Background: an optimization exercise with open tools, aiming at small area. Do not read the settings as production practice.
The RTL was checked by simulation tests, not by an equivalence proof against the original design.
Power and IR drop assume default switching activity.

==> flow/design.v <==
module kfs_dpt (
    input  wire [4:0]  d1,           
    input  wire [4:0]  d2,
    input  wire [4:0]  d3,
    input  wire        dp,
    input  wire [2:0]  k,
    output reg  [83:0] dv
);
    function [7:0] hex_char;
        input [3:0] v;
        hex_char = (v < 4'd10) ? {4'h3, v} : (8'h37 + {4'd0, v});
    endfunction
    wire a = d1[4], bq = d2[4], c = dp, e = d3[4];
    wire [7:0] ch1 = {4'h3, d1[3:0]};
    wire [7:0] ch2 = {4'h3, d2[3:0]};
    wire [7:0] ch3 = {4'h3, d3[3:0]};
    wire [7:0] it1 = a ? ch1 : bq ? ch2 : c ? "." : ch3;
    wire [7:0] it2 = a ? (bq ? ch2 : c ? "." : ch3) : bq ? (c ? "." : ch3) : ch3;
    wire [7:0] it3 = (a && bq && c) ? "." : ch3;
    wire       par = a ^ bq ^ e;
    wire [7:0] csh = {6'b001101, ~(par ^ c), ~par};
    wire [7:0] csl = hex_char(4'h9 ^ d1[3:0] ^ d2[3:0] ^ d3[3:0] ^ {c, c, c, 1'b0});
    reg [7:0] t [0:8];
    reg [7:0] s [7:18];
    integer   i;
    always @* begin
        t[0] = ","; t[1] = "0"; t[2] = "."; t[3] = "0"; t[4] = "*";
        t[5] = csh; t[6] = csl; t[7] = 8'h0D; t[8] = 8'h0A;
        s[7] = it1;
        case (k)
            3'd1: begin
                s[8] = t[0]; s[9] = t[1]; s[10] = t[2]; s[11] = t[3]; s[12] = t[4];
                s[13] = t[5]; s[14] = t[6]; s[15] = t[7]; s[16] = t[8];
                s[17] = t[8]; s[18] = t[8];
            end
            3'd2: begin
                s[8] = it2; s[9] = t[0]; s[10] = t[1]; s[11] = t[2]; s[12] = t[3];
                s[13] = t[4]; s[14] = t[5]; s[15] = t[6]; s[16] = t[7];
                s[17] = t[8]; s[18] = t[8];
            end
            3'd3: begin
                s[8] = it2; s[9] = it3; s[10] = t[0]; s[11] = t[1]; s[12] = t[2];
                s[13] = t[3]; s[14] = t[4]; s[15] = t[5]; s[16] = t[6];
                s[17] = t[7]; s[18] = t[8];
            end
            default: begin
                s[8] = it2; s[9] = it3; s[10] = ch3; s[11] = t[0]; s[12] = t[1];
                s[13] = t[2]; s[14] = t[3]; s[15] = t[4]; s[16] = t[5];
                s[17] = t[6]; s[18] = t[7];
            end
        endcase
        for (i = 7; i <= 18; i = i + 1)
            dv[7*(i-7) +: 7] = s[i][6:0];
    end
endmodule
module kfs_rdmux (
    input  wire [511:0] sr,          
    input  wire [5:0]   depth,
    output wire [7:0]   rd
);
    wire [63:0] sel;
    genvar gi, gk;
    generate
        for (gi = 0; gi < 64; gi = gi + 1) begin : g_sel
            assign sel[gi] = (depth == gi);
        end
        for (gk = 0; gk < 8; gk = gk + 1) begin : g_bit
            wire [21:0] t;
            for (gi = 0; gi < 21; gi = gi + 1) begin : g_ao
                kfs_ao3 u_ao (.a(sr[8*(3*gi)+gk]),   .b(sel[3*gi]),
                              .c(sr[8*(3*gi+1)+gk]), .d(sel[3*gi+1]),
                              .e(sr[8*(3*gi+2)+gk]), .f(sel[3*gi+2]), .y(t[gi]));
            end
            assign t[21] = ~(sr[8*63+gk] & sel[63]);
            assign rd[gk] = ~&t;
        end
    endgenerate
endmodule
module kfs_ao3 (
    input  wire a, b, c, d, e, f,
    output wire y
);
    assign y = ~((a & b) | (c & d) | (e & f));
endmodule
module kfs_txt (
    input  wire [43:0] slot,
    input  wire [3:0]  sp,
    input  wire        sg,
    input  wire [1:0]  fk,           
    input  wire        fp,           
    output reg  [54:0] tv,
    output reg  [3:0]  tlen
);
    localparam K_V = 2'd0;
    localparam K_I = 2'd1;
    localparam K_P = 2'd2;
    localparam K_E = 2'd3;
    localparam [4:0] C_DOT  = 5'h0E;     
    localparam [4:0] C_ZERO = 5'h10;     
    wire [4:0] ch [0:10];
    genvar g;
    generate
        for (g = 0; g <= 10; g = g + 1) begin : g_ch
            assign ch[g] = {!(g == 0 && sg), slot[4*g +: 4]};
        end
    endgenerate
    wire [3:0] n     = sp - {3'd0, sg};
    wire       point = (fk == K_V) || (fk == K_I && fp);    
    wire       few   = (n < 4'd4);
    reg [4:0] o [0:10];
    integer   j;
    always @* begin
        for (j = 0; j <= 10; j = j + 1)
            o[j] = C_ZERO;
        if (!point) begin
            for (j = 0; j <= 10; j = j + 1)
                if (j < sp) o[j] = ch[j];
                else if (j == sp) o[j] = (fk == K_P) ? C_DOT : C_ZERO;
            tlen = sp + ((fk == K_P) ? 4'd2 : (fk == K_E) ? 4'd1 : 4'd0);
        end else if (!few) begin
            for (j = 0; j <= 10; j = j + 1)
                if (j + 3 < sp) o[j] = ch[j];
                else if (j + 3 == sp) o[j] = C_DOT;
                else o[j] = ch[j-1];
            tlen = sp + ((fk == K_V) ? (fp ? 4'd0 : 4'd1) : 4'hF);
        end else if (fk == K_V) begin
            o[0] = C_ZERO;
            o[1] = C_DOT;
            o[2] = (n == 4'd3) ? ch[0] : C_ZERO;
            o[3] = (n == 4'd3) ? ch[1] : (n == 4'd2) ? ch[0] : C_ZERO;
            o[4] = (n == 4'd3) ? ch[2] : (n == 4'd2) ? ch[1] : ch[0];
            tlen = fp ? 4'd4 : 4'd5;
        end else begin
            if (sg) begin
                o[0] = ch[0];
                o[1] = C_ZERO;
                o[2] = C_DOT;
                o[3] = (n == 4'd3) ? ch[1] : C_ZERO;
                tlen = 4'd4;
            end else begin
                o[0] = C_ZERO;
                o[1] = C_DOT;
                o[2] = (n == 4'd3) ? ch[0] : C_ZERO;
                tlen = 4'd3;
            end
        end
        for (j = 0; j <= 10; j = j + 1)
            tv[5*j +: 5] = o[j];
    end
endmodule
module kfs (
    input  wire         clk,
    input  wire         rst,           
    input  wire         in_valid,
    input  wire [15:0]  in_word,
    input  wire [5:0]   buf_addr,
    output reg  [3:0]   ev,
    output reg          st_ill,
    output wire [3:0]   fs_idx,
    output wire         frame_done,
    output wire         dpt_ok,
    output wire [4:0]   rd_d1,
    output wire [4:0]   rd_d2,
    output wire [4:0]   rd_d3,
    output wire         rd_dp,
    output wire         rd_ind,
    output wire [4:0]   dpt_len,
    output wire [159:0] dpt_out,
    output wire [1:0]   cv_st,
    output wire [6:0]   cv_len,
    output wire [7:0]   cv_sum,
    output wire         cv_hold,
    output wire         cv_trunc,
    output wire [7:0]   buf_rd,
    output wire [1:0]   sc_stat,
    output wire [3:0]   sc_olen,
    output wire [95:0]  sc_out
);
    localparam EV_NONE          = 4'd0;
    localparam EV_FRAME         = 4'd1;
    localparam EV_BAD_DATA      = 4'd2;
    localparam EV_BLOCK_OK      = 4'd3;
    localparam EV_BLOCK_DISCARD = 4'd4;
    localparam EV_SC_DONE       = 4'd5;
    localparam EV_SC_MISSING    = 4'd6;
    localparam EV_SC_BADTOK     = 4'd7;
    localparam EV_ILLEGAL       = 4'd8;
    wire [3:0] op  = in_word[15:12];
    wire       mbz = (in_word[11:8] == 4'd0);
    wire       lo0 = (in_word[7:0] == 8'd0);
    wire [7:0] b   = in_word[7:0];
    wire w_fs_start = mbz && op == 4'h1 && lo0;
    wire w_fs_push  = mbz && op == 4'h2;
    wire w_cv_start = mbz && op == 4'h3 && lo0;
    wire w_cv_push  = mbz && op == 4'h4;
    wire w_sc_clr   = mbz && op == 4'h5 && lo0;
    wire w_sc_push  = mbz && op == 4'h6;
    wire w_sc_fmt   = mbz && op == 4'h7 && in_word[7:4] == 4'd0 && in_word[2] == 1'b0;
    wire w_legal    = w_fs_start | w_fs_push | w_cv_start | w_cv_push |
                      w_sc_clr | w_sc_push | w_sc_fmt;
    wire do_fs_start = in_valid && w_fs_start;
    wire do_fs_push  = in_valid && w_fs_push;
    wire do_cv_start = in_valid && w_cv_start;
    wire do_cv_push  = in_valid && w_cv_push;
    wire do_sc_clr   = in_valid && w_sc_clr;
    wire do_sc_push  = in_valid && w_sc_push;
    wire do_sc_fmt   = in_valid && w_sc_fmt;
    function [4:0] dig2_of;
        input [6:0] v;               
        case (v)
            7'h7E: dig2_of = 5'h10;  7'h30: dig2_of = 5'h11;
            7'h6D: dig2_of = 5'h12;  7'h79: dig2_of = 5'h13;
            7'h33: dig2_of = 5'h14;  7'h5B: dig2_of = 5'h15;
            7'h5F: dig2_of = 5'h16;  7'h70: dig2_of = 5'h17;
            7'h7F: dig2_of = 5'h18;  7'h7B: dig2_of = 5'h19;
            default: dig2_of = 5'h00;
        endcase
    endfunction
    function [4:0] dig3_of;
        input [6:0] v;               
        case (v)
            7'h7E: dig3_of = 5'h10;  7'h30: dig3_of = 5'h11;
            7'h6D: dig3_of = 5'h12;  7'h79: dig3_of = 5'h13;
            7'h33: dig3_of = 5'h14;  7'h5B: dig3_of = 5'h15;
            7'h5F: dig3_of = 5'h16;  7'h70: dig3_of = 5'h17;
            7'h7F: dig3_of = 5'h18;  7'h7B: dig3_of = 5'h19;
            default: dig3_of = 5'h00;
        endcase
    endfunction
    function [2:0] cls_of;
        input [4:0] v;               
        case (v)
            5'h1F: cls_of = 3'd1;    
            5'h0C: cls_of = 3'd2;    
            5'h1B: cls_of = 3'd3;    
            5'h1E: cls_of = 3'd4;    
            5'h16: cls_of = 3'd5;    
            5'h17: cls_of = 3'd6;    
            5'h1C: cls_of = 3'd7;    
            default: cls_of = 3'd0;
        endcase
    endfunction
    function [4:0] dig1_of;
        input [2:0] c;
        input [1:0] t;
        case ({c, t})
            5'b001_10: dig1_of = 5'h10;
            5'b001_11: dig1_of = 5'h18;
            5'b010_00: dig1_of = 5'h11;
            5'b010_11: dig1_of = 5'h14;
            5'b011_01: dig1_of = 5'h12;
            5'b100_01: dig1_of = 5'h13;
            5'b100_11: dig1_of = 5'h19;
            5'b101_11: dig1_of = 5'h15;
            5'b110_11: dig1_of = 5'h16;
            5'b111_00: dig1_of = 5'h17;
            default:   dig1_of = 5'h00;
        endcase
    endfunction
    reg [3:0] fs_i;
    reg [4:0] d1, d2, d3;            
    reg       dp, ind;
    wire [7:0] pre_byte = (fs_i == 4'd0) ? 8'hCE :
                          (fs_i == 4'd1) ? 8'h80 :
                          (fs_i == 4'd2) ? 8'hE0 :
                          (fs_i == 4'd3) ? 8'hF8 : 8'h70;
    wire [4:0] nx_d1   = dig1_of(d1[2:0], b[7:6]);
    wire       nx_emit = ind & (nx_d1[4] | d2[4] | d3[4]);
    wire completing  = do_fs_push && (fs_i == 4'd10);
    wire fs_ev_frame = completing && nx_emit;
    wire fs_ev_bad   = completing && !nx_emit;
    always @(posedge clk) begin
        if (rst || do_fs_start) begin
            fs_i <= 4'd0;
        end else if (do_fs_push) begin
            if (fs_i <= 4'd4) begin
                if (b == pre_byte)
                    fs_i <= fs_i + 4'd1;
                else
                    fs_i <= 4'd0;
            end else if (fs_i <= 4'd10) begin
                fs_i <= fs_i + 4'd1;
            end
        end
    end
    always @(posedge clk) begin
        if (do_fs_push) begin
            case (fs_i)
                4'd5:  begin d2 <= dig2_of(b[7:1]); ind <= b[0]; end
                4'd6:  d3 <= dig3_of({b[7], b[5:0]});
                4'd8:  dp <= b[7];
                4'd9:  d1 <= {2'b00, cls_of({b[5], b[3:0]})};
                4'd10: d1 <= nx_d1;
                default: ;
            endcase
        end
    end
    assign fs_idx     = fs_i;
    assign frame_done = (fs_i == 4'd11);
    assign rd_d1  = d1;
    assign rd_d2  = d2;
    assign rd_d3  = d3;
    assign rd_dp  = dp;
    assign rd_ind = ind;
    assign dpt_ok = frame_done && ind && (d1[4] || d2[4] || d3[4]);
    wire [2:0]  k = {2'b00, d1[4]} + {2'b00, d2[4]} + {2'b00, dp} + {2'b00, d3[4]};
    wire [83:0] dv;                  
    kfs_dpt u_dpt (.d1(d1), .d2(d2), .d3(d3), .dp(dp), .k(k), .dv(dv));
    genvar g;
    assign dpt_out[55:0] = "\054TPDDS$";
    generate
        for (g = 0; g < 12; g = g + 1) begin : g_dpt
            assign dpt_out[8*(g+7) +: 8] = {1'b0, dv[7*g +: 7]};
        end
    endgenerate
    assign dpt_out[159:152] = 8'h0A;
    assign dpt_len = dpt_ok ? {2'b10, k} : 5'd0;
    localparam ST_ACC  = 2'd0;
    localparam ST_CKB  = 2'd1;
    localparam ST_HOLD = 2'd2;
    localparam [63:0] MARK8 = 64'h43_68_65_63_6B_73_75_6D;    
    localparam [7:0]  MARK_LAST = 8'h09;
    reg [1:0]   cst;
    reg [5:0]   clen;                
    reg [7:0]   csum;
    reg         ctrunc;
    reg [511:0] sr;                  
    wire [5:0] cn     = clen + 6'd1;
    wire [7:0] cs     = csum + b;
    wire       at_cap = (clen == 6'd63);
    wire       ended  = (cst == ST_CKB) || at_cap;
    wire       marker = (clen[5:3] != 3'd0) && (sr[63:0] == MARK8) && (b == MARK_LAST);
    wire       active = do_cv_push && (cst != ST_HOLD);
    wire cv_ev_ok      = active && ended && (cs == 8'd0);
    wire cv_ev_discard = active && ended && (cs != 8'd0);
    always @(posedge clk) begin
        if (active)
            sr <= {sr[503:0], b};
    end
    always @(posedge clk) begin
        if (rst || do_cv_start) begin
            cst    <= ST_ACC;
            clen   <= 6'd0;
            csum   <= 8'd0;
            ctrunc <= 1'b0;
        end else if (active) begin
            if (!ended) begin
                clen <= cn;
                csum <= cs;
                if (marker)
                    cst <= ST_CKB;
            end else if (cs == 8'd0) begin
                clen   <= cn;
                csum   <= 8'd0;
                cst    <= ST_HOLD;
                ctrunc <= (cst == ST_ACC);
            end else begin
                clen   <= 6'd0;
                csum   <= 8'd0;
                cst    <= ST_ACC;
                ctrunc <= 1'b0;
            end
        end
    end
    assign cv_st    = cst;
    assign cv_hold  = (cst == ST_HOLD);
    assign cv_len   = {cv_hold && (clen == 6'd0), clen};
    assign cv_sum   = csum;
    assign cv_trunc = ctrunc;
    wire [5:0] depth = clen + ~buf_addr;
    kfs_rdmux u_rd (.sr(sr), .depth(depth), .rd(buf_rd));
    localparam K_I = 2'd1;
    localparam STAT_NONE    = 2'd0;
    localparam STAT_OK      = 2'd1;
    localparam STAT_MISSING = 2'd2;
    localparam STAT_BADTOK  = 2'd3;
    reg [43:0] slot;                 
    reg [3:0]  sp;                   
    reg        sg;                   
    reg        bad;
    reg [1:0]  sst;
    reg [1:0]  fk;                   
    reg        fp;
    wire [3:0] sn       = sp - {3'd0, sg};       
    wire       is_minus = (b == 8'h2D);
    wire       is_digit = (b[7:4] == 4'h3) && (b[3:0] <= 4'd9);
    wire fmt_bad     = bad || (sg && in_word[1:0] != K_I);
    wire fmt_missing = !fmt_bad && (sn == 4'd0);
    wire fmt_ok      = !fmt_bad && !fmt_missing;
    wire sc_ev_done    = do_sc_fmt && fmt_ok;
    wire sc_ev_missing = do_sc_fmt && fmt_missing;
    wire sc_ev_badtok  = do_sc_fmt && fmt_bad;
    wire take = do_sc_push && ((is_minus && sp == 4'd0) || (is_digit && sn != 4'd10));
    integer j;
    always @(posedge clk) begin
        for (j = 0; j < 11; j = j + 1)
            if (take && sp == j)
                slot[4*j +: 4] <= b[3:0];
    end
    always @(posedge clk) begin
        if (rst || do_sc_clr) begin
            sp  <= 4'd0;
            sg  <= 1'b0;
            bad <= 1'b0;
            sst <= STAT_NONE;
        end else if (do_sc_push) begin
            sst <= STAT_NONE;
            if (take) begin
                sp <= sp + 4'd1;
                if (is_minus)
                    sg <= 1'b1;
            end else begin
                bad <= 1'b1;
            end
        end else if (do_sc_fmt) begin
            sst <= fmt_bad ? STAT_BADTOK : fmt_missing ? STAT_MISSING : STAT_OK;
        end
    end
    always @(posedge clk) begin
        if (do_sc_fmt) begin
            fk <= in_word[1:0];
            fp <= in_word[3];
        end
    end
    wire [54:0] tv;                  
    wire [3:0]  tlen;
    kfs_txt u_txt (.slot(slot), .sp(sp), .sg(sg), .fk(fk), .fp(fp), .tv(tv), .tlen(tlen));
    generate
        for (g = 0; g < 11; g = g + 1) begin : g_txt
            assign sc_out[8*g +: 8] = {3'b001, tv[5*g +: 5]};
        end
    endgenerate
    assign sc_out[95:88] = "0";
    assign sc_stat = sst;
    assign sc_olen = (sst == STAT_OK) ? tlen : 4'd0;
    always @(posedge clk) begin
        if (rst) begin
            ev     <= EV_NONE;
            st_ill <= 1'b0;
        end else if (in_valid) begin
            if (!w_legal) begin
                ev     <= EV_ILLEGAL;
                st_ill <= 1'b1;
            end else if (fs_ev_frame)   ev <= EV_FRAME;
            else if (fs_ev_bad)         ev <= EV_BAD_DATA;
            else if (cv_ev_ok)          ev <= EV_BLOCK_OK;
            else if (cv_ev_discard)     ev <= EV_BLOCK_DISCARD;
            else if (sc_ev_done)        ev <= EV_SC_DONE;
            else if (sc_ev_missing)     ev <= EV_SC_MISSING;
            else if (sc_ev_badtok)      ev <= EV_SC_BADTOK;
            else                        ev <= EV_NONE;
        end
    end
endmodule
==> flow/run.sh <==
#!/bin/bash
# synth_recipe.tcl (not shown) runs the flow's synth.tcl, then flattens the netlist and writes it again
# the make line also repeats each setting of config.mk as NAME=value (left out here)
make -C /OpenROAD-flow-scripts/flow DESIGN_CONFIG=/design/flow/config.mk WORK_HOME=/design/flow/orfs CLKGATE_MAP_FILE= SYNTH_SCRIPT=/design/flow/synth_recipe.tcl finish
==> flow/config.mk <==
export PLATFORM = sky130hd
export DESIGN_NAME = kfs
export DESIGN_NICKNAME = kfs
export VERILOG_FILES = /design/flow/design.v
export SDC_FILE = /design/flow/constraint.sdc
export NUM_CORES = 4
export LEC_CHECK = 0
export CAP_MARGIN = 20
export CORE_MARGIN = 2
export CORE_UTILIZATION = 60
export CTS_BUF_LIST = sky130_fd_sc_hd__clkbuf_4 sky130_fd_sc_hd__clkbuf_8
export PLACE_DENSITY = 0.7
export SLEW_MARGIN = 20
export SYNTH_HIERARCHICAL = 1
==> flow/constraint.sdc <==
create_clock -name core_clock -period 20.0 [get_ports {clk}]
set_input_delay 4.0000 -clock core_clock [delete_from_list [all_inputs] [get_ports {clk}]]
set_output_delay 4.0000 -clock core_clock [all_outputs]
set_load 0.01 [all_outputs]
==> results of run 1 <==
## path summary, 6_finish.rpt
kind | endpoint | slack, ns | cells after the start | start
max | buf_rd[3] | 6.91 | 15 | buf_addr[1]
min | sr[307] | 0.42 | 0 | sr[299]
max reg2reg | sr[208] | 15.72 | 5 | cst[1]
min reg2reg | sr[307] | 0.42 | 0 | sr[299]
## power groups by stage
| stage | registers, µW | clock network [µW] | logic, µW |
|---|---|---|---|
| 6_report | 1380 | 1070 | 87.7 |
| 5_1_grt | 1380 | 1150 | 93.6 |
| 4_1_cts | 1380 | 1090 | 85.8 |
| 3_5_place_dp | 1410 | 0 | 84.9 |
| 3_3_place_gp | 1410 | 0 | 83.8 |
| 2_1_floorplan | 1410 | 0 | 69.8 |
## area by class of cell
class | instances | area share (%)
multi-input combinational | 1283 | 26.7
timing repair buffer | 223 | 6.99
clock inverter | 34 | 0.853
clock buffer | 141 | 5.38
tap | 600 | 2.38
sequential | 610 | 57.0
antenna | 1 | 0.00793
inverter | 56 | 0.690
## modules after synthesis, one instance, submodules excluded
module | times used | cell area (µm²) | cells inside | flip-flops and latches
kfs | 1 | 21800 | 1192 | 610
kfs_txt | 1 | 2130 | 335 | 0
kfs_rdmux | 1 | 900 | 161 | 0
kfs_dpt | 1 | 966 | 167 | 0
kfs_ao3 | 168 | 10.0 | 1 | 0
## registers in the layout, summed over array words and instances (netlist names)
register and cells:
fk 2, cst 2, sst 2, bad 1
csum 8, sp 4, ind 1, d2 5
dp 1, clen 6, fs_i 4, slot 44
ev 4, d3 5, fp 1, d1 5
sg 1, sr 512, ctrunc 1, st_ill 1
## worst max-delay path, stage by stage
cell	delay [ns]
clkdlybuf4s50_1	0.45
inv_1	0.06
ha_1	0.28
a21o_1	0.15
a21oi_1	0.24
o21bai_1	0.09
a21oi_1	0.19
xnor2_1	0.20
nand2b_1	0.71
nor2_1	0.34
a222oi_1	0.51
nand4_1	0.28
or4_1	0.58
a2111o_1	0.47
clkdlybuf4s50_1	0.51
## logic make-up (layout without fill, tap and decap cells)
logic type / after synthesis / after routing
buffers and inverters: 264 / 454
AOI/OAI and AO/OA: 493 / 493
DFF: 610 / 610
xor gates and xnor gates: 44 / 44
adders and majority gates: 43 / 43
other: 4 / 139
muxes: 9 / 9
and+or+nand+nor: 556 / 556
## metal layers
metal | up-vias | global-route usage [%]
met4 | 4 | 10.4
met1 | 9535 | 42.6
met2 | 1330 | 49.5
met5 | - | 0
li1 | 8446 | -
met3 | 191 | 6.53
## cell usage in the layout (no fill, tap or decap), drive strengths merged, types with 25 or more instances in the layout
master	n
edfxtp	576
clkdlybuf4s50	208
a222oi	168
nor2	164
clkbuf	141
conb	138
nand2	123
a21oi	82
o21ai	60
inv	59
nand3	56
nand4	46
ha	38
nor3	35
dfxtp	34
xnor2	28
clkinv	27
o22ai	25
## stage by stage
step                      power [µW]  util, %
final                           2540     69.7
after floorplan                 1480        -
after detailed placement        1490     65.3
after global routing            2620     69.7
after global placement          1490     65.3
after CTS                       2560     69.7
==> results.txt, run 1 <==
* **outcome** complete, no violations
* **clock skew** 0.0326 ns
* **sequential fraction of the synthesis area** 65.4%
* **Boundary Pins** 347
* **CTS Buf Count** 95
* **power per unit of standard cell area** 80.5 nW/µm²
* **post-synthesis cell type count** 98
* **final-report setup violation count** 0
* **amount of wire on met2 after detailed routing** 35900 µm
* **area fraction in and, or, nand and nor cells after synthesis** 10.5%
* **post-place setup slack** 6.93 ns
* **XOR/XNOR Fraction of Synth Area** 1.54%
* **Die H** 218 µm
* **highest clock frequency the design can meet** 76.4 MHz
* **Layout fillers** 3198
* **non-filler instance count after layout** 2948
* **Most used DFF post-synth** edfxtp_1
* **setup fix buffers added after clock tree synthesis** 0
* **Slew headroom** 24.5%
* **Power Internal** 1990 µW
* **total DRC errors in the routed layout** 0
* **number of warning messages in the yosys log** 12
* **number of cells upsized or downsized after cts** 0
* **area growth from synthesis to final layout** 14.8%
* **via count of the first global-routing pass** 18125
* **post-layout minimum cycle time** 13.09 ns
* **net count reported at finish** 2337
* **fin area** 31600 µm²
* **final count of hold timing violations** 0
* **largest family of logic cells by synthesized area** compound AO/OA/AOI/OAI gates
* **share of total power consumed by net switching** 21.5%
* **cell accounting for the most synthesized area** edfxtp_1
* **routed via count** 19506
* **first-iteration detailed-routing DRC count** 3637
* **Synth Area in Compound Gates** 14.3%
* **category of the worst setup path launch point** input pin
* **top sig layer** met5
* **Core Rows** 78
* **insertion delay to the later sink of the worst-skew pair** 0.69 ns
* **RSZ-0062 raised after global routing** no
* **die outline width** 218 µm
* **WL met1** 29000 µm
* **Switch Pwr** 547 µW
* **CTS HTree Levels** 3
* **crit path setup slack, layout** 6.91 ns
* **total half-perimeter wirelength after legalization and detailed placement** 52000 µm
* **Sequential cell area** 18000 µm²
* **Antenna Violating Nets Remaining** 0
* **dpl cells** 2772
* **CP Class** input pin to output pin
* **1st-pass router iterations** 13
* **flip-flop and latch count after synthesis** 610
* **clock root buffer** clkbuf_8
* **antenna violations before repair** 3
* **endpoint arrival time on the critical path** 9.09 ns
* **slew at the pin closest to its max-slew limit** 1.13 ns
* **most repeated cell in the gate-level netlist after synthesis** edfxtp_1
* **gr ovfl total** 0
* **clock share of power** 42.3%
* **clock-pin slew of the registers on the worst-case setup and hold paths** 0.08 ns
* **proportion of synthesized flip-flops having asynchronous set or reset** 0%
* **post-synthesis adder-cell area fraction** 2.09%
* **detailed-route wire length per cell** 25.4 µm
* **Worst EP required** 16.00 ns
* **hold slack** 0.423 ns
* **footprint of the multi-input gates** 8430 µm²
* **global-route usage over all layers** 31.0%
* **share of cells above drive strength 1** 9.67%
* **vias per std cell** 6.62
* **number of flops mapped to enable cells by yosys** 576
* **Max Buffers Root-to-Sink** 3
* **relative contribution of combinational cells to total power** 3.5%
* **synthesized area per cell** 13.6 µm²
* **Setup TNS** 0 ns
* **DIE AREA** 47500 µm²
* **MaxCap Viol Count** 0
* **number of pins exceeding their max-slew limit in the final report** 0
* **placer's final routability congestion estimate** 0.953
* **post-synthesis cell area** 27500 µm²
* **Synth Instances** 2023
* **Routed WL** 75000 µm
* **total core area** 45300 µm²
* **top cells by count, synth** edfxtp_1 (576), a222oi_1 (168), nor2_1 (163)
* **global-route wire length before repair** 111000 µm
* **total clock sinks** 610
* **routed wire length on met3** 7660 µm
* **Post-DP Area** 29600 µm²
* **largest net degree at the start of global routing** 210
* **top post-synthesis cells by area** edfxtp_1 (63%), a222oi_1 (6.1%), buf_4 (4.0%), dfxtp_1 (2.5%), nor2_1 (2.2%)
* **path class of the lowest-slack min-delay path** flop to flop
* **input/output buffers** 208
* **multiplexer share of the synthesized area** 0.342%
* **largest fanout on the critical path** 16
* **leakage power** 0.0104 µW
* **part of the cycle the worst path needs** 65.4%
* **crit end category** output pin
* **initial cell density of the core** 60.7%
* **sequential fraction of design power** 54.3%
* **CTS tree** yes
* **post-synth top area share** 62.9%
* **Worst VDD drop** 0.0720 mV
* **CTS Hold Buffers Added** 0
==> run 2: changes to the inputs <==
--- a/flow/config.mk
+++ b/flow/config.mk
@@ -8,7 +8,6 @@
 export CAP_MARGIN = 20
 export CORE_MARGIN = 2
-export CORE_UTILIZATION = 60
-export CTS_BUF_LIST = sky130_fd_sc_hd__clkbuf_4 sky130_fd_sc_hd__clkbuf_8
-export PLACE_DENSITY = 0.7
+export CORE_UTILIZATION = 30
+export PLACE_DENSITY = 0.5
 export SLEW_MARGIN = 20
 export SYNTH_HIERARCHICAL = 1
==> run 2 against run 1 <==
Still clean. First-iteration DRC count is 8.7% lower. Power increased by 5.8%. Hold slack improved by 0.0024 ns. Critical path depth unchanged. Setup slack got worse by 0.065 ns. Die area increased by 98%. Largest cell class unchanged. Largest power group unchanged. Highest routed layer is now met4.
==> results.txt, run 2 <==
* **relative contribution of combinational cells to total power** 3.4%
* **kind of cell with the highest combined delay on the critical path** simple AND/OR/NAND/NOR gates
* **endpoint arrival time on the critical path** 9.15 ns
* **post-synthesis cell area** 27500 µm²
* **top post-synthesis cells by area** edfxtp_1 (63%), a222oi_1 (6.1%), buf_4 (4.0%), dfxtp_1 (2.5%), nor2_1 (2.2%)
* **Switch Pwr** 570 µW
* **slowest cell delay on critical path** 0.67 ns
* **endpoint of the worst hold path** sr[292]
* **MaxCap Viol Count** 0
* **fin area** 32500 µm²
* **1st-pass router iterations** 15
* **clock share of power** 45.4%
* **largest net degree at the start of global routing** 126
* **via count of the first global-routing pass** 18482
* **crit end category** output pin
* **Worst path slowest cell** nand2b_1
* **Worst VDD drop** 0.0716 mV
* **register name with the most flops** sr
* **Boundary Pins** 347
* **critical hold path startpoint** sr[284]
* **global-route usage over all layers** 17.0%
* **final count of hold timing violations** 0
* **leading registers by flop count** sr: 512 flops, slot: 44 flops, csum: 8 flops
* **CTS Hold Buffers Added** 0
* **most repeated cell in the gate-level netlist after synthesis** edfxtp_1
* **WL met1** 34700 µm
* **cell accounting for the most synthesized area** edfxtp_1
* **Worst EP required** 16.00 ns
* **amount of wire on met2 after detailed routing** 39000 µm
* **synthesized area per cell** 13.6 µm²
* **gr ovfl total** 0
* **CTS Buf Count** 67
* **dpl cells** 3361
* **routed via count** 19163
* **Power Internal** 2120 µW
* **number of flops mapped to enable cells by yosys** 576
* **largest fanout on the critical path** 16
* **worst path cell trace** clkdlybuf4s50_1 -> inv_1 -> ha_1 -> a21o_1 -> a21oi_1 -> o21bai_1 -> a21oi_1 -> xnor2_1 -> nand2b_1 -> nor2_1 -> a222oi_1 -> nand4_1 -> or4_1 -> a2111o_1 -> clkdlybuf4s50_1
* **number of cells upsized or downsized after cts** 0
* **power per unit of standard cell area** 82.7 nW/µm²
* **global-route wire length before repair** 122000 µm
* **Antenna Violating Nets Remaining** 0
* **die outline width** 307 µm
* **clock skew** 0.0267 ns
* **initial cell density of the core** 30.1%
* **Setup TNS** 0 ns
* **most used cells in the layout excluding fill and tap cells** edfxtp_1 (576), clkdlybuf4s50_1 (208), a222oi_1 (168), nor2_1 (163), conb_1 (138)
* **setup fix buffers added after clock tree synthesis** 0
* **Core Rows** 111
* **worst reg2reg startpoint** cst[1]
* **slew at the pin closest to its max-slew limit** 1.09 ns
* **total core area** 91200 µm²
* **input/output buffers** 208
* **sequential fraction of the synthesis area** 65.4%
* **Post-DP Area** 30300 µm²
* **insertion delay to the later sink of the worst-skew pair** 0.62 ns
* **proportion of synthesized flip-flops having asynchronous set or reset** 0%
* **post-synthesis cell type count** 98
* **worst hold path depth** 0
* **critical register-to-register path endpoint** sr[156]
* **number of cell instances on the worst register-to-register path** 5
* **total half-perimeter wirelength after legalization and detailed placement** 58000 µm
* **Die H** 307 µm
* **flip-flop and latch count after synthesis** 610
* **final-report setup violation count** 0
* **net count reported at finish** 2312
* **DIE AREA** 94000 µm²
* **Most used DFF post-synth** edfxtp_1
* **total DRC errors in the routed layout** 0
* **reg-to-reg setup timing slack** 15.91 ns
* **clock-pin slew of the registers on the worst-case setup and hold paths** 0.06 ns
* **outcome** complete, no violations
* **vias per std cell** 5.50
* **detailed-route wire length per cell** 23.8 µm
* **post-layout minimum cycle time** 13.15 ns
* **share of cells above drive strength 1** 7.31%
* **part of the cycle the worst path needs** 65.8%
* **Slew headroom** 27.1%
* **CTS HTree Levels** 3
* **path class of the lowest-slack min-delay path** flop to flop
* **share of total power consumed by net switching** 21.2%
* **most common cell after layout, fill and taps aside** edfxtp_1
* **antenna violations before repair** 0
* **leakage power** 0.0104 µW
* **CTS tree** yes
* **routed wire length on met3** 6700 µm
* **non-filler instance count after layout** 3484
* **number of warning messages in the yosys log** 12
* **Synth Instances** 2023
* **RSZ-0062 raised after global routing** no
* **CP Class** input pin to output pin
* **first-iteration detailed-routing DRC count** 3319
* **area growth from synthesis to final layout** 18.3%
* **hold slack** 0.426 ns
* **top cells by count, synth** edfxtp_1 (576), a222oi_1 (168), nor2_1 (163)
* **number of flip-flops under the largest register name** 512
* **category of the worst setup path launch point** input pin
* **total clock sinks** 610
* **antenna diode instance count** 0
* **placer's final routability congestion estimate** 0.904
* **fraction of the core area covered by cells at the end of the flow** 35.6%
* **post-synth top area share** 62.9%
* **number of pins exceeding their max-slew limit in the final report** 0
* **buffering stage count on the worst path with inverters included** 3
* **Routed WL** 82900 µm
* **highest clock frequency the design can meet** 76.0 MHz
* **Max Buffers Root-to-Sink** 3
* **top sig layer** met4
* **sequential fraction of design power** 51.3%
* **clock root buffer** clkbuf_16
[run 2: per-stage QoR]
step | total power [µW] | setup WS [ns]
floorplan | 1480 | 6.99
global placement | 1490 | 6.72
detailed placement | 1490 | 6.80
CTS | 2720 | 6.80
global route | 2780 | 6.60
finish | 2690 | 6.85
[run 2: cells by family (layout without fill, tap and decap cells)]
| kind of cell | count (synthesis) | after routing | share of synthesized area, % |
|---|---|---|---|
| flip-flops | 610 | 610 | 65.4 |
| multiplexers | 9 | 9 | 0.342 |
| adder cells (fa/ha/maj) | 43 | 43 | 2.09 |
| buffers and inverters | 264 | 405 | 5.71 |
| other | 4 | 138 | 0.0546 |
| XOR/XNOR | 44 | 44 | 1.54 |
| AO/OA/AOI/OAI | 493 | 493 | 14.3 |
| AND/OR/NAND/NOR | 556 | 556 | 10.5 |
[run 2: cell type report]
class                   instances  area, µm²
fillers                      8783      58700
inverters                      56        218
multi-input cells            1283       8440
clock buffers                  90       1870
flip-flops and latches        610      18000
repair buffers                226       2230
clock inverters                33        287
well taps                    1186       1480
[run 2: layer usage]
layer | global-route usage, % | up-vias
li1 | - | 8367
met2 | 27.4 | 1012
met3 | 3.59 | 155
met5 | 0 | -
met1 | 22.8 | 9629
met4 | 5.62 | 0
[run 2: worst max path at each step]
stage / from / to / slack, ns / depth (start not counted)
after global placement: buf_addr[1] / buf_rd[3] / 6.72 / 15
after global routing: buf_addr[1] / buf_rd[7] / 6.60 / 15
after detailed placement: buf_addr[1] / buf_rd[3] / 6.80 / 15
after CTS: buf_addr[1] / buf_rd[3] / 6.80 / 15
after floorplan: in_word[9] / clen[2] / 6.99 / 9
final: buf_addr[1] / buf_rd[1] / 6.85 / 15
[run 2: worst register-to-register path, cell delays in order (launching register included)]
cell and delay [ns]:
dfxtp_1 0.35, nor2b_1 0.26, or4b_4 0.71, inv_8 0.62, buf_4 0.97, buf_6 0.69
[run 2: power groups by stage]
| stage | Clock, µW | Sequential (µW) | Combinational, µW |
|---|---|---|---|
| 2_1_floorplan | 0 | 1410 | 69.8 |
| 3_3_place_gp | 0 | 1410 | 88.4 |
| 3_5_place_dp | 0 | 1410 | 88.8 |
| 4_1_cts | 1250 | 1380 | 89.2 |
| 5_1_grt | 1300 | 1380 | 97.1 |
| 6_report | 1220 | 1380 | 90.5 |
[run 2: per-module statistics from Yosys, one instance, submodules excluded]
| module | flops+latches | times used |
|---|---|---|
| kfs_rdmux | 0 | 1 |
| kfs_dpt | 0 | 1 |
| kfs_txt | 0 | 1 |
| kfs_ao3 | 0 | 168 |
| kfs | 610 | 1 |
==> run 3: changes to the inputs <==
--- a/flow/design.v
+++ b/flow/design.v
@@ -96,11 +96,10 @@
     localparam K_P = 2'd2;
     localparam K_E = 2'd3;
-    localparam [4:0] C_DOT  = 5'h0E;     
-    localparam [4:0] C_ZERO = 5'h10;     
-    wire [4:0] ch [0:10];
+    wire [14:0] th;
     genvar g;
+    assign th[0] = 1'b1;
     generate
-        for (g = 0; g <= 10; g = g + 1) begin : g_ch
-            assign ch[g] = {!(g == 0 && sg), slot[4*g +: 4]};
+        for (g = 0; g < 14; g = g + 1) begin : g_th
+            assign th[g+1] = (sp > g);
         end
     endgenerate
@@ -108,43 +107,60 @@
     wire       point = (fk == K_V) || (fk == K_I && fp);    
     wire       few   = (n < 4'd4);
-    reg [4:0] o [0:10];
-    integer   j;
+    wire       mA    = !point;                   
+    wire       mB    = point && !few;            
+    wire       mV    = point && few && (fk == K_V);    
+    wire       mI    = point && few && (fk == K_I);    
+    wire       isP   = (fk == K_P);
+    wire       n3    = (n == 4'd3);
+    wire       n2    = (n == 4'd2);
+    reg [10:0] s0, s1, s2, s3, s4, sdot;
+    integer j;
     always @* begin
-        for (j = 0; j <= 10; j = j + 1)
-            o[j] = C_ZERO;
-        if (!point) begin
-            for (j = 0; j <= 10; j = j + 1)
-                if (j < sp) o[j] = ch[j];
-                else if (j == sp) o[j] = (fk == K_P) ? C_DOT : C_ZERO;
-            tlen = sp + ((fk == K_P) ? 4'd2 : (fk == K_E) ? 4'd1 : 4'd0);
-        end else if (!few) begin
-            for (j = 0; j <= 10; j = j + 1)
-                if (j + 3 < sp) o[j] = ch[j];
-                else if (j + 3 == sp) o[j] = C_DOT;
-                else o[j] = ch[j-1];
-            tlen = sp + ((fk == K_V) ? (fp ? 4'd0 : 4'd1) : 4'hF);
-        end else if (fk == K_V) begin
-            o[0] = C_ZERO;
-            o[1] = C_DOT;
-            o[2] = (n == 4'd3) ? ch[0] : C_ZERO;
-            o[3] = (n == 4'd3) ? ch[1] : (n == 4'd2) ? ch[0] : C_ZERO;
-            o[4] = (n == 4'd3) ? ch[2] : (n == 4'd2) ? ch[1] : ch[0];
-            tlen = fp ? 4'd4 : 4'd5;
-        end else begin
-            if (sg) begin
-                o[0] = ch[0];
-                o[1] = C_ZERO;
-                o[2] = C_DOT;
-                o[3] = (n == 4'd3) ? ch[1] : C_ZERO;
-                tlen = 4'd4;
-            end else begin
-                o[0] = C_ZERO;
-                o[1] = C_DOT;
-                o[2] = (n == 4'd3) ? ch[0] : C_ZERO;
-                tlen = 4'd3;
-            end
+        for (j = 0; j <= 10; j = j + 1) begin
+            s0[j]   = (mA && th[j+1]) || (mB && th[j+4]);
+            s1[j]   = mB && !th[j+3];
+            sdot[j] = (mA && isP && !th[j+1] && th[j]) ||
+                      (mB && !th[j+4] && th[j+3]);
+            s2[j] = 1'b0;
+            s3[j] = 1'b0;
+            s4[j] = 1'b0;
+        end
+        s0[0]   = s0[0] || (mI && sg);
+        sdot[1] = sdot[1] || ((mV || mI) && !sg);
+        sdot[2] = sdot[2] || (mI && sg);
+        s2[2]   = (mV || (mI && !sg)) && n3;
+        s2[3]   = (mV && n3) || (mI && sg && n3);
+        s3[3]   = mV && n2;
+        s2[4]   = mV && n3;
+        s3[4]   = mV && n2;
+        s4[4]   = mV && !n3 && !n2;
+    end
+    wire [3:0] sl [0:10];
+    generate
+        for (g = 0; g <= 10; g = g + 1) begin : g_sl
+            assign sl[g] = slot[4*g +: 4];
+        end
+    endgenerate
+    reg [3:0] nib;
+    always @* begin
+        for (j = 0; j <= 10; j = j + 1) begin
+            nib = ({4{s0[j]}} & sl[j]) |
+                  ((j >= 1) ? ({4{s1[j]}} & sl[j >= 1 ? j-1 : 0]) : 4'd0) |
+                  ((j >= 2) ? ({4{s2[j]}} & sl[j >= 2 ? j-2 : 0]) : 4'd0) |
+                  ((j >= 3) ? ({4{s3[j]}} & sl[j >= 3 ? j-3 : 0]) : 4'd0) |
+                  ((j >= 4) ? ({4{s4[j]}} & sl[j >= 4 ? j-4 : 0]) : 4'd0) |
+                  ({4{sdot[j]}} & 4'hE);
+            tv[5*j +: 5] = {(j == 0) ? !(sg && s0[0]) : !sdot[j], nib};
         end
-        for (j = 0; j <= 10; j = j + 1)
-            tv[5*j +: 5] = o[j];
+    end
+    always @* begin
+        if (mA)
+            tlen = sp + (isP ? 4'd2 : (fk == K_E) ? 4'd1 : 4'd0);
+        else if (mB)
+            tlen = sp + ((fk == K_V) ? {3'd0, !fp} : 4'hF);
+        else if (mV)
+            tlen = fp ? 4'd4 : 4'd5;
+        else
+            tlen = sg ? 4'd4 : 4'd3;
     end
 endmodule
--- a/flow/config.mk
+++ b/flow/config.mk
@@ -9,4 +9,7 @@
 export CORE_MARGIN = 2
 export CORE_UTILIZATION = 30
+export CTS_BUF_LIST = sky130_fd_sc_hd__clkbuf_8 sky130_fd_sc_hd__clkbuf_16
+export CTS_CLUSTER_DIAMETER = 100
+export CTS_CLUSTER_SIZE = 30
 export PLACE_DENSITY = 0.5
 export SLEW_MARGIN = 20
==> run 3 against run 2 <==
Still clean on timing, DRC and antenna. Critical path depth did not move. Power down 19%. Sequential power about the same. Critical path type unchanged. Largest cell class unchanged.
==> results.txt, run 3 <==
* **post-layout minimum cycle time** 13.24 ns
* **Layout fillers** 8814
* **total core area** 90000 µm²
* **largest net degree at the start of global routing** 213
* **Max Buffers Root-to-Sink** 3
* **Boundary Pins** 347
* **final-report setup violation count** 0
* **total half-perimeter wirelength after legalization and detailed placement** 56700 µm
* **RSZ-0062 raised after global routing** no
* **post-synth top area share** 63.5%
* **part of the cycle the worst path needs** 66.2%
* **top cells by count, synth** edfxtp_1 (576), a222oi_1 (168), nor2_1 (159)
* **non-filler instance count after layout** 3341
* **total DRC errors in the routed layout** 0
* **worst path cell trace** clkdlybuf4s50_1 -> inv_1 -> ha_1 -> a21o_1 -> a21oi_1 -> o21bai_1 -> a21oi_1 -> xnor2_1 -> nand2b_1 -> nor2_1 -> a222oi_1 -> nand4_1 -> or4_1 -> a2111o_1 -> clkdlybuf4s50_1
* **antenna violations before repair** 0
* **insertion delay to the later sink of the worst-skew pair** 0.63 ns
* **Worst VDD drop** 0.0713 mV
* **CTS tree** yes
* **final count of hold timing violations** 0
* **placer's final routability congestion estimate** 0.906
* **highest clock frequency the design can meet** 75.6 MHz
* **endpoint arrival time on the critical path** 9.24 ns
* **DIE AREA** 93300 µm²
* **most common cell after layout, fill and taps aside** edfxtp_1
* **input/output buffers** 208
* **top post-synthesis cells by area** edfxtp_1 (63%), a222oi_1 (6.2%), buf_4 (4.0%), dfxtp_1 (2.5%), nor2_1 (2.2%)
* **Routed WL** 79200 µm
* **Core Rows** 110
* **area growth from synthesis to final layout** 14.0%
* **CTS Hold Buffers Added** 0
* **flip-flop and latch count after synthesis** 610
* **number of pins exceeding their max-slew limit in the final report** 0
* **Die H** 305 µm
* **register name with the most flops** sr
* **reg-to-reg setup timing slack** 15.84 ns
* **path class of the lowest-slack min-delay path** flop to flop
* **cell accounting for the most synthesized area** edfxtp_1
* **Worst path slowest cell** nand2b_1
* **post-synthesis cell area** 27300 µm²
* **category of the worst setup path launch point** input pin
* **clock skew** 0.0240 ns
* **number of warning messages in the yosys log** 11
* **crit end category** output pin
* **number of flops mapped to enable cells by yosys** 576
* **slew at the pin closest to its max-slew limit** 0.998 ns
* **die outline width** 305 µm
* **total clock sinks** 610
* **routed via count** 18259
* **first-iteration detailed-routing DRC count** 2704
* **Setup TNS** 0 ns
* **clock-pin slew of the registers on the worst-case setup and hold paths** 0.10 ns
* **CTS Buf Count** 28
* **number of cells upsized or downsized after cts** 0
* **global-route wire length before repair** 116000 µm
* **vias per std cell** 5.47
* **number of flip-flops under the largest register name** 512
* **net count reported at finish** 2221
* **leading registers by flop count** sr: 512 flops, slot: 44 flops, csum: 8 flops
* **clock root buffer** clkbuf_16
* **detailed-route wire length per cell** 23.7 µm
* **proportion of synthesized flip-flops having asynchronous set or reset** 0%
* **Antenna Violating Nets Remaining** 0
* **most used cells in the layout excluding fill and tap cells** edfxtp_1 (576), clkdlybuf4s50_1 (208), a222oi_1 (168), nor2_1 (159), conb_1 (138)
* **MaxCap Viol Count** 0
* **most repeated cell in the gate-level netlist after synthesis** edfxtp_1
* **antenna diode instance count** 0
* **Synth Instances** 1972
* **dpl cells** 3298
* **initial cell density of the core** 30.3%
* **post-synthesis cell type count** 93
* **power per unit of standard cell area** 70.2 nW/µm²
* **synthesized area per cell** 13.8 µm²
* **CP Class** input pin to output pin
* **outcome** complete, no violations
* **CTS HTree Levels** 1
* **global-route usage over all layers** 16.1%
* **Slew headroom** 33.2%
* **largest fanout on the critical path** 16
* **setup fix buffers added after clock tree synthesis** 0
* **via count of the first global-routing pass** 17524
* **leakage power** 0.00988 µW
* **sequential fraction of the synthesis area** 66.0%
* **gr ovfl total** 0
* **Most used DFF post-synth** edfxtp_1
* **Worst EP required** 16.00 ns
* **slowest cell delay on critical path** 0.71 ns
* **share of cells above drive strength 1** 4.53%
* **1st-pass router iterations** 11
[run 3: changes by cell type after synthesis, moves of 5 or more]
cell,delta
inv_1,+9
a221o_1,+18
mux2i_1,+7
o22ai_1,-15
a21oi_1,-16
and2_1,+7
a211oi_1,-6
a22o_1,+5
nand2_1,-20
o21ai_0,-5
nand2b_1,+7
o221ai_1,-15
[run 3: power by group]
group / internal (µW) / switching (µW) / leakage, µW
clock: 288 / 427 / 0.000457
combinational: 29.3 / 60.8 / 0.00436
sequential: 1380 / 0.230 / 0.00507
total: 1690 / 488 / 0.00988
[run 3: worst max-delay path: cells and delay by family]
| family | cells | cell delay, ns |
|---|---|---|
| AO/OA/AOI/OAI | 6 | 1.70 |
| XOR/XNOR | 1 | 0.20 |
| adder cells (fa/ha/maj) | 1 | 0.30 |
| buffers and inverters | 3 | 1.06 |
| AND/OR/NAND/NOR | 4 | 1.96 |
[run 3: layout make-up]
| cell class | instances | area, µm² | share of cell area, % |
|---|---|---|---|
| Sequential cell | 610 | 18000 | 57.9 |
| Multi-Input combinational cell | 1228 | 8200 | 26.4 |
| Timing Repair Buffer | 223 | 2240 | 7.21 |
| Tap cell | 1176 | 1470 | 4.74 |
| Clock buffer | 28 | 701 | 2.26 |
| Inverter | 62 | 240 | 0.774 |
| Clock inverter | 14 | 224 | 0.721 |
[run 3: Yosys stat by module, one instance, submodules excluded]
module / cells inside / cell area [µm²] / times used
kfs_txt: 284 / 1910 / 1
kfs_rdmux: 161 / 900 / 1
kfs_ao3: 1 / 10.0 / 168
kfs_dpt: 167 / 966 / 1
kfs: 1192 / 21800 / 1
[run 3: final timing paths]
check              start   endpoint  cells past startpoint
max          buf_addr[1]  buf_rd[5]                     15
min              sr[391]    sr[399]                      0
max reg2reg       cst[1]    sr[444]                      6
min reg2reg      sr[391]    sr[399]                      0
[run 3: cells by family after synthesis]
logic type               count (synthesis)  share of synthesized area (%)
flip-flops                             610                           66.0
AND/OR/NAND/NOR                        547                           10.6
AO/OA/AOI/OAI                          443                           13.4
buffers and inverters                  268                           5.80
adder cells (fa/ha/maj)                 43                           2.11
XOR/XNOR                                42                           1.46
multiplexers                            15                          0.560
other                                    4                         0.0551
[run 3: through the flow]
stage	util [%]	hold slack [ns]	total power, µW	setup slack [ns]	cell area (µm²)
floorplan	-	0.426	1480	6.99	27800
global placement	33.4	0.431	1490	6.82	30100
detailed placement	33.4	0.434	1490	6.85	30100
CTS	34.5	0.453	2200	6.83	31000
global route	34.5	0.458	2250	6.56	31100
finish	34.5	0.453	2180	6.76	31100
[run 3: routing by layer]
metal,vias to the layer above,wire length (µm),track usage [%]
li1,8021,-,-
met1,9297,33200,22.3
met2,853,38500,27.1
met3,88,5810,2.20
met4,0,1680,3.47
met5,-,0,0
==> run 4: changes to the inputs <==
==> flow/flow/run.sh (new file) <==
#!/bin/bash
# Standard layout, with the smallest buffer on each input and output port
# in place of the default port buffer.
set -euo pipefail
export BUFFER_PORTS_ARGS="-buffer_cell sky130_fd_sc_hd__buf_1"
bash standard.sh > standard.log 2>&1
==> flow/standard.sh (new file) <==
#!/bin/bash
# synth_recipe.tcl (not shown) runs the flow's synth.tcl, then flattens the netlist and writes it again
# the make line also repeats each setting of config.mk as NAME=value (left out here)
make -C /OpenROAD-flow-scripts/flow DESIGN_CONFIG=/design/flow/config.mk WORK_HOME=/design/flow/orfs CLKGATE_MAP_FILE= SYNTH_SCRIPT=/design/flow/synth_recipe.tcl "${@:-finish}"
removed: flow/run.sh
==> run 4 against run 3 <==
Clock skew is 0.0048 ns higher. Global-route usage shrank 0.082 points. Flip-flop and latch count did not move. Non-clock buffer count shrank 1. Setup slack improved by 0.88 ns. Register-to-register slack improved by 0.59 ns. Via count up 0.36%. Maximum frequency increased by 7.1%. Die area unchanged. Sequential share of layout area is 2.7 points higher. Hold slack lost 0.0013 ns. Critical path depth stayed put. Critical endpoint is now buf_rd[2]. Largest cell class unchanged.
==> results.txt, run 4 <==
* **most used cells in the layout excluding fill and tap cells** edfxtp_1 (576), buf_1 (205), a222oi_1 (168), nor2_1 (159), conb_1 (138)
* **cell accounting for the most synthesized area** edfxtp_1
* **Max Buffers Root-to-Sink** 3
* **proportion of synthesized flip-flops having asynchronous set or reset** 0%
* **CP Class** input pin to output pin
* **CTS Hold Buffers Added** 0
* **total clock sinks** 610
* **buffering stage count on the worst path with inverters included** 3
* **antenna violations before repair** 0
* **most repeated cell in the gate-level netlist after synthesis** edfxtp_1
* **clock skew** 0.0287 ns
* **hold slack** 0.452 ns
* **power per unit of standard cell area** 72.2 nW/µm²
* **gr ovfl total** 0
* **register name with the most flops** sr
* **Boundary Pins** 347
* **critical hold path startpoint** sr[115]
* **insertion delay to the later sink of the worst-skew pair** 0.63 ns
* **highest clock frequency the design can meet** 80.9 MHz
* **part of the cycle the worst path needs** 61.8%
* **placer's final routability congestion estimate** 0.904
* **RSZ-0062 raised after global routing** no
* **number of cells upsized or downsized after cts** 0
* **Antenna Violating Nets Remaining** 0
* **worst reg2reg startpoint** cst[1]
* **largest fanout on the critical path** 16
* **total DRC errors in the routed layout** 0
* **number of cell instances on the worst register-to-register path** 5
* **leakage power** 0.00932 µW
* **post-layout minimum cycle time** 12.36 ns
* **post-synthesis cell area** 27300 µm²
* **slew at the pin closest to its max-slew limit** 1.09 ns
* **Slew headroom** 27.3%
* **detailed-route wire length per cell** 23.8 µm
* **sequential fraction of the synthesis area** 66.0%
* **net count reported at finish** 2219
* **number of flops mapped to enable cells by yosys** 576
* **worst path cell trace** buf_1 -> inv_1 -> ha_1 -> a21o_1 -> a21oi_1 -> o21bai_1 -> a21oi_1 -> xnor2_1 -> nand2b_1 -> nor2_1 -> a222oi_1 -> nand4_1 -> or4_1 -> a2111o_1 -> buf_1
* **number of flip-flops under the largest register name** 512
* **CTS tree** yes
* **kind of cell with the highest combined delay on the critical path** simple AND/OR/NAND/NOR gates
* **endpoint of the worst hold path** sr[123]
* **largest net degree at the start of global routing** 207
* **category of the worst setup path launch point** input pin
* **die outline width** 305 µm
* **top cells by count, synth** edfxtp_1 (576), a222oi_1 (168), nor2_1 (159)
* **slowest cell delay on critical path** 0.69 ns
* **via count of the first global-routing pass** 17422
* **routed via count** 18325
* **number of warning messages in the yosys log** 11
* **Worst EP required** 16.00 ns
* **Routed WL** 79500 µm
* **Most used DFF post-synth** edfxtp_1
* **Die H** 305 µm
* **outcome** complete, no violations
* **global-route usage over all layers** 16.1%
* **path class of the lowest-slack min-delay path** flop to flop
* **setup fix buffers added after clock tree synthesis** 0
* **initial cell density of the core** 30.3%
* **global-route wire length before repair** 116000 µm
* **total core area** 90000 µm²
* **Synth Instances** 1972
* **Setup TNS** 0 ns
* **worst hold path depth** 0
* **reg-to-reg setup timing slack** 16.43 ns
* **synthesized area per cell** 13.8 µm²
* **vias per std cell** 5.49
* **number of pins exceeding their max-slew limit in the final report** 0
* **CTS HTree Levels** 1
* **share of cells above drive strength 1** 4.53%
* **most common cell after layout, fill and taps aside** edfxtp_1
* **area growth from synthesis to final layout** 8.87%
* **post-synthesis cell type count** 93
* **Core Rows** 110
* **first-iteration detailed-routing DRC count** 3365
* **final-report setup violation count** 0
* **clock-pin slew of the registers on the worst-case setup and hold paths** 0.11 ns
* **crit end category** output pin
* **Worst VDD drop** 0.0661 mV
* **endpoint arrival time on the critical path** 8.36 ns
* **critical register-to-register path endpoint** sr[452]
* **flip-flop and latch count after synthesis** 610
* **MaxCap Viol Count** 0
* **top post-synthesis cells by area** edfxtp_1 (63%), a222oi_1 (6.2%), buf_4 (4.0%), dfxtp_1 (2.5%), nor2_1 (2.2%)
* **1st-pass router iterations** 13
* **clock root buffer** clkbuf_16
* **final count of hold timing violations** 0
* **input/output buffers** 208
* **total half-perimeter wirelength after legalization and detailed placement** 56900 µm
* **Worst path slowest cell** nand2b_1
* **DIE AREA** 93300 µm²
* **CTS Buf Count** 27
* **leading registers by flop count** sr: 512 flops, slot: 44 flops, csum: 8 flops
* **post-synth top area share** 63.5%
## run 4: cell counts after synthesis
Identical to the previous run, type by type.
## run 4: metal layers
layer / GRT usage, % / vias to the layer above / wire, µm
met5: 0 / - / 0
met4: 3.22 / 0 / 1470
met3: 2.12 / 68 / 5680
met2: 27.4 / 905 / 39300
met1: 21.9 / 9335 / 33000
li1: - / 8017 / -
## run 4: layout make-up
type,instances,area [µm²]
Clock inverter,14,170
Multi-Input combinational cell,1228,8200
Fill cell,8988,60300
Antenna cell,1,2.50
Timing Repair Buffer,222,935
Tap cell,1176,1470
Inverter,62,240
Clock buffer,27,676
Sequential cell,610,18000
## run 4: power by group
group	internal [µW]	total [µW]	switching, µW
Combinational	21.3	83.3	61.9
Sequential	1380	1380	0.264
Clock	262	682	419
## run 4: kinds of logic after synthesis
family	share of synthesized area, %
flip-flops	66.0
AND/OR/NAND/NOR	10.6
AO/OA/AOI/OAI	13.4
buffers and inverters	5.80
adder cells (fa/ha/maj)	2.11
XOR/XNOR	1.46
multiplexers	0.560
other	0.0551
## run 4: how the worst max path moves through the flow
stage / from / end / slack (ns) / cells after the start
global placement: buf_addr[1] / buf_rd[2] / 7.61 / 15
finish: buf_addr[1] / buf_rd[2] / 7.64 / 15
detailed placement: buf_addr[1] / buf_rd[2] / 7.60 / 15
global route: buf_addr[1] / buf_rd[5] / 7.39 / 15
floorplan: in_word[9] / clen[2] / 6.99 / 9
CTS: buf_addr[1] / buf_rd[2] / 7.60 / 15
## run 4: per-stage QoR
step | utilization [%] | cells | worst slack (ns) | cell area (µm²) | power (µW)
after floorplan | - | 2106 | 6.99 | 27800 | 1480
after global placement | 32.0 | 3297 | 7.61 | 28800 | 1490
after detailed placement | 32.0 | 3297 | 7.60 | 28800 | 1490
after CTS | 32.9 | 3338 | 7.60 | 29600 | 2170
after global routing | 33.0 | 3339 | 7.39 | 29700 | 2210
final | 33.0 | 3340 | 7.64 | 29700 | 2140
## run 4: worst register-to-register path, delay by kind of cell (launching register included)
kind                   cells  cell delay, ns
and+or+nand+nor            2            0.94
buffers and inverters      3            1.85
DFF                        1            0.37
## run 4: per-module statistics from Yosys, one instance, submodules excluded
module | copies in the design | flops+latches | cells inside
kfs_ao3 | 168 | 0 | 1
kfs | 1 | 610 | 1192
kfs_txt | 1 | 0 | 284
kfs_rdmux | 1 | 0 | 161
kfs_dpt | 1 | 0 | 167
==> run 5: changes to the inputs <==
--- a/flow/config.mk
+++ b/flow/config.mk
@@ -9,7 +9,4 @@
 export CORE_MARGIN = 2
 export CORE_UTILIZATION = 30
-export CTS_BUF_LIST = sky130_fd_sc_hd__clkbuf_8 sky130_fd_sc_hd__clkbuf_16
-export CTS_CLUSTER_DIAMETER = 100
-export CTS_CLUSTER_SIZE = 30
 export PLACE_DENSITY = 0.5
 export SLEW_MARGIN = 20
==> run 5 against run 4 <==
Synthesized cell count did not move. Via count up 2.2%. Flip-flop and latch count did not move. Power rose by 31%. Final area up 5.4%. Setup slack better by 0.059 ns. Area after synthesis unchanged. Maximum frequency rose by 0.48%. Clock power is 98% higher. Count of clock-buffer cells in the layout grew 64. Routed wire length rose by 1.4%. Non-clock buffer count unchanged. Critical endpoint is now buf_rd[0].
==> results.txt, run 5 <==
* **worst path cell trace** buf_1 -> inv_1 -> ha_1 -> a21o_1 -> a21oi_1 -> o21bai_1 -> a21oi_1 -> xnor2_1 -> nand2b_1 -> nor2_1 -> a222oi_1 -> nand4_1 -> or4_1 -> a2111o_1 -> buf_1
* **total half-perimeter wirelength after legalization and detailed placement** 56900 µm
* **Post-DP Area** 28800 µm²
* **most common cell after layout, fill and taps aside** edfxtp_1
* **global-route usage over all layers** 16.5%
* **DIE AREA** 93300 µm²
* **flip-flop and latch count after synthesis** 610
* **number of flops mapped to enable cells by yosys** 576
* **input/output buffers** 208
* **Layout fillers** 8875
* **post-layout minimum cycle time** 12.30 ns
* **proportion of synthesized flip-flops having asynchronous set or reset** 0%
* **sequential fraction of the synthesis area** 66.0%
* **clock share of power** 48.0%
* **highest clock frequency the design can meet** 81.3 MHz
* **number of warning messages in the yosys log** 11
* **largest net degree at the start of global routing** 207
* **number of cells upsized or downsized after cts** 0
* **vias per std cell** 5.46
* **setup fix buffers added after clock tree synthesis** 0
* **part of the cycle the worst path needs** 61.5%
* **path class of the lowest-slack min-delay path** flop to flop
* **outcome** complete, no violations
* **routed via count** 18734
* **CTS Hold Buffers Added** 0
* **Die H** 305 µm
* **Worst VDD drop** 0.0655 mV
* **slowest cell delay on critical path** 0.68 ns
* **die outline width** 305 µm
* **Boundary Pins** 347
* **gr ovfl total** 0
* **fin area** 31300 µm²
* **detailed-route wire length per cell** 23.5 µm
* **total clock sinks** 610
* **Antenna Violating Nets Remaining** 0
* **net count reported at finish** 2264
* **CP Class** input pin to output pin
* **Power Internal** 2220 µW
* **Design Power** 2810 µW
* **post-synthesis cell area** 27300 µm²
* **total DRC errors in the routed layout** 0
* **RSZ-0062 raised after global routing** no
* **Most used DFF post-synth** edfxtp_1
* **placer's final routability congestion estimate** 0.904
* **Setup TNS** 0 ns
* **category of the worst setup path launch point** input pin
* **sequential fraction of design power** 49.0%
* **relative contribution of combinational cells to total power** 3.0%
* **Slew headroom** 26.2%
* **leading registers by flop count** sr: 512 flops, slot: 44 flops, csum: 8 flops
* **Routed WL** 80700 µm
* **antenna violations before repair** 0
* **Switch Pwr** 595 µW
* **via count of the first global-routing pass** 17889
* **cell accounting for the most synthesized area** edfxtp_1
* **power per unit of standard cell area** 89.9 nW/µm²
* **first-iteration detailed-routing DRC count** 3188
* **most used cells in the layout excluding fill and tap cells** edfxtp_1 (576), buf_1 (205), a222oi_1 (168), nor2_1 (159), conb_1 (138)
* **CTS Buf Count** 72
* **top post-synthesis cells by area** edfxtp_1 (63%), a222oi_1 (6.2%), buf_4 (4.0%), dfxtp_1 (2.5%), nor2_1 (2.2%)
* **area growth from synthesis to final layout** 14.7%
* **initial cell density of the core** 30.3%
* **leakage power** 0.0101 µW
* **Synth Instances** 1972
* **number of pins exceeding their max-slew limit in the final report** 0
* **total core area** 90000 µm²
* **antenna diode instance count** 0
* **endpoint arrival time on the critical path** 8.30 ns
* **top cells by count, synth** edfxtp_1 (576), a222oi_1 (168), nor2_1 (159)
* **slew at the pin closest to its max-slew limit** 1.10 ns
* **1st-pass router iterations** 14
* **final count of hold timing violations** 0
* **number of flip-flops under the largest register name** 512
* **CTS tree** yes
* **Core Rows** 110
* **Max Buffers Root-to-Sink** 3
* **clock-pin slew of the registers on the worst-case setup and hold paths** 0.06 ns
* **register name with the most flops** sr
* **Worst path slowest cell** nand2b_1
* **most repeated cell in the gate-level netlist after synthesis** edfxtp_1
* **global-route wire length before repair** 118000 µm
* **clock skew** 0.0312 ns
* **share of total power consumed by net switching** 21.2%
* **post-synthesis cell type count** 93
* **share of cells above drive strength 1** 7.32%
* **final-report setup violation count** 0
* **crit end category** output pin
* **largest fanout on the critical path** 16
* **synthesized area per cell** 13.8 µm²
* **Worst EP required** 16.00 ns
* **clock root buffer** clkbuf_16
* **insertion delay to the later sink of the worst-skew pair** 0.62 ns
* **MaxCap Viol Count** 0
* **post-synth top area share** 63.5%
* **CTS HTree Levels** 3
[run 5: layout make-up]
class	count	area, µm²	area share, %
timing repair buffer	222	935	2.99
clock buffer	91	1960	6.26
sequential	610	18000	57.5
clock inverter	41	492	1.57
multi-input combinational	1228	8200	26.2
inverter	62	240	0.768
tap	1176	1470	4.71
[run 5: per-module statistics from Yosys (local to each module, per instance)]
module	copies in the design	cell area [µm²]
kfs_rdmux	1	900
kfs_txt	1	1910
kfs_dpt	1	966
kfs_ao3	168	10.0
kfs	1	21800
[run 5: path summary, 6_finish.rpt]
| check | start | endpoint | slack (ns) | cells past startpoint |
|---|---|---|---|---|
| worst max-delay path | buf_addr[1] | buf_rd[0] | 7.70 | 15 |
| worst min register to register | sr[104] | sr[112] | 0.44 | 0 |
| worst max register to register | cst[1] | sr[236] | 16.45 | 5 |
| worst min-delay path | sr[104] | sr[112] | 0.44 | 0 |
[run 5: critical path: cells and delay by family]
kind                     cells  cell delay [ns]
buffers and inverters        3             0.30
AO/OA/AOI/OAI                6             1.56
AND/OR/NAND/NOR              4             1.92
XOR/XNOR                     1             0.20
adder cells (fa/ha/maj)      1             0.29
[run 5: power groups by stage]
stage / sequential [µW] / combinational, µW / clock (µW)
after floorplan: 1410 / 69.8 / 0
after global placement: 1410 / 80.7 / 0
after detailed placement: 1410 / 81.4 / 0
after CTS: 1380 / 81.8 / 1380
after global routing: 1380 / 89.6 / 1430
final: 1380 / 83.0 / 1350
[run 5: stage by stage]
step | instances | hold slack, ns | setup WS, ns | util [%]
after detailed placement | 3297 | 0.432 | 7.60 | 32.0
final | 3430 | 0.436 | 7.70 | 34.7
after global routing | 3430 | 0.450 | 7.38 | 34.7
after global placement | 3297 | 0.431 | 7.61 | 32.0
after CTS | 3429 | 0.432 | 7.60 | 34.7
after floorplan | 2106 | 0.426 | 6.99 | -
[run 5: layer usage]
| metal | part of all wire, % | up-vias | global-route usage [%] | routed length (µm) |
|---|---|---|---|---|
| li1 | - | 8158 | - | - |
| met1 | 40 | 9460 | 22.0 | 32600 |
| met2 | 49 | 1015 | 27.6 | 39400 |
| met3 | 8.8 | 101 | 3.20 | 7100 |
| met4 | 1.9 | 0 | 4.08 | 1530 |
| met5 | 0 | - | 0 | 0 |
[run 5: cell families after synthesis]
| group | Yosys count | synth area share [%] |
|---|---|---|
| AOI/OAI and AO/OA | 443 | 13.4 |
| muxes | 15 | 0.560 |
| DFF | 610 | 66.0 |
| xor gates and xnor gates | 42 | 1.46 |
| adders and majority gates | 43 | 2.11 |
| buffers and inverters | 268 | 5.80 |
| other | 4 | 0.0551 |
| and+or+nand+nor | 547 | 10.6 |

what the ideal ports hide:
Ports are ideal in the flow. The routed layouts listed here were re-timed in OpenROAD. Step 1 (the two cells are an assumption about what drives the block):
set clk [get_ports {clk}]
set_driving_cell -lib_cell sky130_fd_sc_hd__clkbuf_16 $clk
set_driving_cell -lib_cell sky130_fd_sc_hd__buf_2 [delete_from_list [all_inputs] $clk]
Step 2 times the ports against the registers' clock, not the clock port: input delays grow and output delays shrink by t, the midpoint of the rising clock arrivals with the driver on. Slacks: ideal / step 1 / step 2; pairs: ideal / step 1.
| run | shift t [ns] | setup slack, ns | latest minus earliest clock arrival (ns) | worst slew at a driven data input, ns | cell pins on the clock port's net |
|---|---|---|---|---|---|
| run 1 | 0.735 | 6.913 / 6.881 / 6.881 | 0.038 / 0.038 | 0.05 | 1 |
| run 2 | 0.673 | 6.848 / 6.819 / 6.819 | 0.030 / 0.031 | 0.04 | 1 |
| run 3 | 0.684 | 6.765 / 6.735 / 6.735 | 0.032 / 0.032 | 0.04 | 1 |
| run 4 | 0.693 | 7.645 / 7.606 / 7.606 | 0.047 / 0.047 | 0.04 | 1 |
| run 5 | 0.667 | 7.703 / 7.665 / 7.665 | 0.039 / 0.040 | 0.04 | 1 |
After both steps setup and hold are still met in every run listed. For run 4, which loses most, drivers alone change the setup slack by -0.039 ns; drivers and shift together by -0.039 ns.
